What follows belongs to an exercise in optimizing a design on an open flow for small area, a short achievable clock period and few clock cycles per item; a production flow would make more cautious choices. The RTL was checked by simulation tests, not by an equivalence proof against the original design. Power and IR drop assume default switching activity.

Design modbus_engine, start of the top module:
module modbus_engine #(
    parameter N_COIL    = 64,
    parameter N_DI      = 32,
    parameter N_HR      = 32,
    parameter N_IR      = 16,
    parameter BASE_COIL = 16'h0010,
    parameter BASE_DI   = 16'h0200,
    parameter BASE_HR   = 16'h0100,
    parameter BASE_IR   = 16'h0300,
    parameter EXC_ADDR  = 8'h02
) (
    input  wire               clk,
    input  wire               rst,
    input  wire               rx_valid,
    input  wire [7:0]         rx_data,
    output wire               rx_ready,
    output wire               tx_valid,
    output wire [7:0]         tx_data,
    output wire               tx_last,
    input  wire               tx_ready,
    input  wire [N_DI-1:0]    di_in,
    input  wire [16*N_IR-1:0] ir_in
);
    integer i, b;
    reg         rdy_q;       
    reg         fld_q;       
    reg  [4:0]  pos;         
    reg  [15:0] rem;         
    reg         rem1;        
    reg         rhz;         
    reg         z5;          
    reg         decided;     
    reg         dec_q;       
  ...
Settings: LEC_CHECK=0, CAP_MARGIN=60, CORE_MARGIN=2, CORE_UTILIZATION=50, CTS_CLUSTER_DIAMETER=70, CTS_CLUSTER_SIZE=30, PLACE_DENSITY=0.6, SLEW_MARGIN=60; clock period 12.0 ns.
standard.sh (not shown) runs the stock make flow with config.mk's settings and CLKGATE_MAP_FILE= SYNTH_SCRIPT=/design/flow/synth_recipe.tcl, a recipe that flattens the netlist after the stock synthesis.
==> flow/flow/run.sh <==
#!/bin/bash
# The standard layout; only the port buffer cell is chosen here (buf_2
# instead of the buffer ORFS picks by default). Every tool's output goes to
# standard.log in this folder.
export BUFFER_PORTS_ARGS="-buffer_cell sky130_fd_sc_hd__buf_2"
bash standard.sh > standard.log 2>&1
The baseline finished clean.
Testbench counts at the start, summed over its fixed seeds: cycles 64,209, items 3,200.
Next try:
--- a/flow/config.mk
+++ b/flow/config.mk
@@ -12,3 +12,3 @@
 export CTS_CLUSTER_SIZE = 30
-export PLACE_DENSITY = 0.6
+export PLACE_DENSITY = 0.5
 export SLEW_MARGIN = 60
The new run completed without violations; setup slack loses 150 ps; worst hold slack gains 10 ps; clock skew is lower by 11 ps; non-clock buffer count is lower by 1; die area stays the same; global-route usage is lower by 0.24 points; routed wire length is lower by 0.80%; cell area barely changes; area after synthesis is unchanged.
Next try:
--- a/flow/config.mk
+++ b/flow/config.mk
@@ -9,6 +9,6 @@
 export CORE_MARGIN = 2
-export CORE_UTILIZATION = 50
+export CORE_UTILIZATION = 45
 export CTS_CLUSTER_DIAMETER = 70
 export CTS_CLUSTER_SIZE = 30
-export PLACE_DENSITY = 0.5
+export PLACE_DENSITY = 0.6
 export SLEW_MARGIN = 60
What happened:
- worst hold slack degrades by 10 ps
- wire length came out lower by 4.4%
- final area came out higher by 0.96%
- final cell count came out higher by 4.2%
- global-route usage came out lower by 4.2 points
- total power came out higher by 0.53%
- fmax came out higher by 0.47%
- utilization came out lower by 5.2 points
- non-clock buffer count came out higher by 14
Next try:
--- a/flow/config.mk
+++ b/flow/config.mk
@@ -7,5 +7,5 @@
 export LEC_CHECK = 0
-export CAP_MARGIN = 60
+export CAP_MARGIN = 50
 export CORE_MARGIN = 2
-export CORE_UTILIZATION = 45
+export CORE_UTILIZATION = 50
 export CTS_CLUSTER_DIAMETER = 70
@@ -13,2 +13,2 @@
 export PLACE_DENSITY = 0.6
-export SLEW_MARGIN = 60
+export SLEW_MARGIN = 50
After rerunning: The new run produced a clean layout. Via count is higher slightly. Area after synthesis stays the same. Routed wire length is higher by a few percent. Critical path depth is higher by 1.
Next try:
--- a/flow/config.mk
+++ b/flow/config.mk
@@ -7,3 +7,3 @@
 export LEC_CHECK = 0
-export CAP_MARGIN = 50
+export CAP_MARGIN = 70
 export CORE_MARGIN = 2
@@ -13,2 +13,2 @@
 export PLACE_DENSITY = 0.6
-export SLEW_MARGIN = 50
+export SLEW_MARGIN = 70
- hold slack gains 9.8 ps
- via count goes up slightly
- clock skew goes down by 9.1 ps
- worst setup slack gains 190 ps
- total power hardly moves
- clock power goes down by a few percent
- non-clock buffer count goes up by 84
- global-route usage goes up by 0.21 points
- area after synthesis does not change
Next try:
--- a/flow/config.mk
+++ b/flow/config.mk
@@ -7,8 +7,8 @@
 export LEC_CHECK = 0
-export CAP_MARGIN = 70
+export CAP_MARGIN = 60
 export CORE_MARGIN = 2
 export CORE_UTILIZATION = 50
-export CTS_CLUSTER_DIAMETER = 70
-export CTS_CLUSTER_SIZE = 30
+export CTS_CLUSTER_DIAMETER = 60
+export CTS_CLUSTER_SIZE = 28
 export PLACE_DENSITY = 0.6
-export SLEW_MARGIN = 70
+export SLEW_MARGIN = 60
Effect: The new run completed with no timing, DRC or antenna violations. Final area came out higher by 0.33%. Maximum frequency is higher by 0.77%. Total power increases by 11%. Sequential share of layout area is lower by 0.20 points. Register-to-register slack is worse by 30 ps.

-- re-timing with driven ports --
The flow's constraints put no driver on any port. The routed layouts listed below were extracted and timed again, unchanged, in two steps. Step 1, drivers: a clkbuf_16 drives clk and a buf_2 each remaining input, both assumed. Step 2, shift: input delay + t, output delay - t, t = (earliest + latest rising clock arrival at the registers) / 2. This alone moves slack from input paths to output paths. Slacks: ideal / step 1 / step 2; pairs: ideal / step 1.
run | shift t [ns] | setup WS [ns] | worst setup path after step 2 | worst register clock-pin slew, ns | cell pins on the clock port's net
the first run | 0.738 | 8.319 / 8.312 / 7.622 | input to register | 0.11 / 0.11 | 1
the second run | 0.744 | 8.168 / 8.168 / 7.495 | input to register | 0.11 / 0.11 | 1
the third run | 0.774 | 8.186 / 8.235 / 7.461 | input to register | 0.11 / 0.11 | 1
the fourth run | 0.732 | 8.046 / 8.046 / 7.460 | input to register | 0.12 / 0.12 | 1
the fifth run | 0.719 | 8.235 / 8.277 / 7.561 | input to register | 0.12 / 0.12 | 1
the sixth run | 0.735 | 8.264 / 8.304 / 7.571 | input to register | 0.10 / 0.10 | 1
After both steps setup and hold are still met in every run listed. The setup slack of the third run, which loses most, moves by +0.049 ns with the drivers and by -0.725 ns with both steps.
